Context: an optimization exercise on an open-source flow, tuned for small area, a short achievable clock period and few clock cycles. The choices shown serve that exercise and are no tape-out recipe. Only simulation tests tie the RTL to the original design; equivalence was not proved. Power is estimated from default activity; no workload was simulated.

==> try-ember: inputs <==
// mips_core
module mips_core (
    input  wire        clk,
    input  wire        rst,
    input  wire        host_cmd_valid,
    output reg         host_cmd_ready,
    input  wire [2:0]  host_cmd_op,
    input  wire [4:0]  host_cmd_idx,
    input  wire [31:0] host_cmd_data,
    output reg         host_resp_valid,
    output reg  [2:0]  host_resp_status,
    output reg  [7:0]  host_resp_code,
    output reg  [31:0] host_resp_data,
    output reg         mem_req_valid,
    input  wire        mem_req_ready,
    output reg         mem_req_we,
    output reg  [31:0] mem_req_addr,
    output reg  [31:0] mem_req_wdata,
    input  wire        mem_resp_valid,
    input  wire        mem_resp_err,
    input  wire [7:0]  mem_resp_code,
    input  wire [31:0] mem_resp_rdata
);
    localparam OP_STEP    = 3'd0;
    localparam OP_GET_REG = 3'd1;
    localparam OP_SET_REG = 3'd2;
    localparam OP_GET_PC  = 3'd3;
    localparam OP_SET_PC  = 3'd4;
    localparam ST_OK     = 3'd0;
    localparam ST_INVAL  = 3'd1;
    localparam ST_ALIGN  = 3'd2;
    localparam ST_OVF    = 3'd3;
    localparam ST_MEMERR = 3'd4;
    localparam ST_BADARG = 3'd5;
    localparam S_IDLE  = 4'd0;    
    localparam S_FREQ  = 4'd1;    
    localparam S_FWAIT = 4'd2;    
    localparam S_X     = 4'd3;    
    localparam S_DREQ  = 4'd4;    
    localparam S_DWAIT = 4'd5;    
    localparam S_RESP  = 4'd6;    
    localparam S_OK    = 4'd7;    
    localparam S_MD1   = 4'd8;    
    localparam S_MD    = 4'd9;    
    localparam S_MDF   = 4'd10;   
    localparam S_MDF2  = 4'd12;   
    localparam S_MDF3  = 4'd13;   
    localparam S_N1    = 4'd14;   
    localparam S_N2    = 4'd15;   
    localparam S_GET   = 4'd11;   
    reg [3:0]  st;
    reg [31:0] pc;
    reg [31:0] npc;
    reg [31:0] hi;
    reg [31:0] lo;
    reg [31:0] rf [1:31];
    reg        x_v;        
    reg [31:0] ir;         
    reg [31:0] opa;        
    reg [31:0] opb;        
    reg [31:0] tgt;        
  ...
Settings: LEC_CHECK=0, CAP_MARGIN=20, CORE_MARGIN=2, CORE_UTILIZATION=60, SETUP_SLACK_MARGIN=5, SLEW_MARGIN=20, SYNTH_HIERARCHICAL=1, SYNTH_MINIMUM_KEEP_SIZE=0; clock period 11.0 ns.
run.sh (not shown) runs the stock make flow with config.mk's settings and CLKGATE_MAP_FILE= SYNTH_SCRIPT=/design/flow/synth_recipe.tcl, a recipe that flattens the netlist after the stock synthesis.
==> try-willow (differences from try-ember) <==
Settings changed: CAP_MARGIN 20 to 45, CORE_UTILIZATION 60 to 50, CTS_CLUSTER_DIAMETER from default to 60, CTS_CLUSTER_SIZE from default to 30, SLEW_MARGIN 20 to 45, TNS_END_PERCENT from default to 0.
==> try-indigo (differences from try-ember) <==
Settings changed: CAP_MARGIN 20 to 30, CORE_UTILIZATION 60 to 30, SLEW_MARGIN 20 to 30, TNS_END_PERCENT from default to 0.
==> try-cedar (differences from try-ember) <==
Settings changed: CAP_MARGIN 20 to 30, CORE_UTILIZATION 60 to 50, CTS_CLUSTER_DIAMETER from default to 60, CTS_CLUSTER_SIZE from default to 30, SLEW_MARGIN 20 to 30.
==> notes.md <==
Status: try-cedar finished with violations; try-ember stopped before the end; try-willow complete, no violations; try-indigo complete, no violations
Failing step: try-cedar -; try-ember global routing (5_1_grt); try-willow -; try-indigo -
Reasons for failing layout checks: try-cedar max-capacitance violations, max-slew violations; try-ember -; try-willow -; try-indigo -
Reg-to-reg slack, setup: try-cedar 4.31 ns; try-ember -; try-willow 4.16 ns; try-indigo 4.28 ns
Type of the worst setup path: try-cedar flop to flop; try-ember -; try-willow flop to flop; try-indigo input pin to flop
Horizontal extent of the die: try-cedar 424.2 um; try-ember 387.6 um; try-willow 424.2 um; try-indigo 546.5 um
Overall die height: try-cedar 424.2 um; try-ember 387.6 um; try-willow 424.2 um; try-indigo 546.5 um
Slowest library cell on the worst path: try-cedar a211oi_1; try-ember -; try-willow edfxtp_1; try-indigo and2_2
Post-placement setup slack: try-cedar 2.746 ns; try-ember 2.465 ns; try-willow 2.822 ns; try-indigo 2.397 ns
Filler Cell Count: try-cedar 14,610; try-ember -; try-willow 14,940; try-indigo 29,460
DRC violation total after the first TritonRoute iteration: try-cedar 26,460; try-ember -; try-willow 27,580; try-indigo 22,250
Clock network fraction of total power: try-cedar 14.2%; try-ember -; try-willow 14.7%; try-indigo 17.0%
Crit. path cell count: try-cedar 23; try-ember -; try-willow 17; try-indigo 12
Worst hold path endpoint: try-cedar md_cnt[3]; try-ember -; try-willow status_q[0]; try-indigo status_q[0]
Total Power: try-cedar 33.06 mW; try-ember -; try-willow 31.94 mW; try-indigo 32.73 mW
Testbench counts of try-ember, summed over its fixed seeds: cycles 73,516.
Testbench counts of try-willow, summed over its fixed seeds: cycles 73,516.
Testbench counts of try-indigo, summed over its fixed seeds: cycles 73,516.
Testbench counts of try-cedar, summed over its fixed seeds: cycles 73,516.

==> re-timing with driven ports <==
The results above use ideal ports. As a check the final layouts listed here were re-extracted and re-timed, cells and wires unchanged. Step 1 sets driving cells, clkbuf_16 on the clock port and buf_2 on the other inputs (assumed; they add their load-dependent delay and slew). Step 2 also shifts input and output timing later by t, the mid clock arrival at the registers, as if the neighbouring blocks saw the same clock. a / b / c = no drivers / after step 1 / after step 2; a / b = the first two.
| run | shift t [ns] | setup slack, ns | worst slew at a driven data input, ns |
|---|---|---|---|
| try-willow | 0.989 | 4.158 / 4.158 / 3.358 | 0.15 |
| try-indigo | 0.963 | 4.235 / 4.170 / 3.357 | 0.10 |
| try-cedar | 0.942 | 4.310 / 4.310 / 3.596 | 0.07 |
The setup slack of try-indigo, which loses most, moves by -0.065 ns with the drivers and by -0.878 ns with both steps.
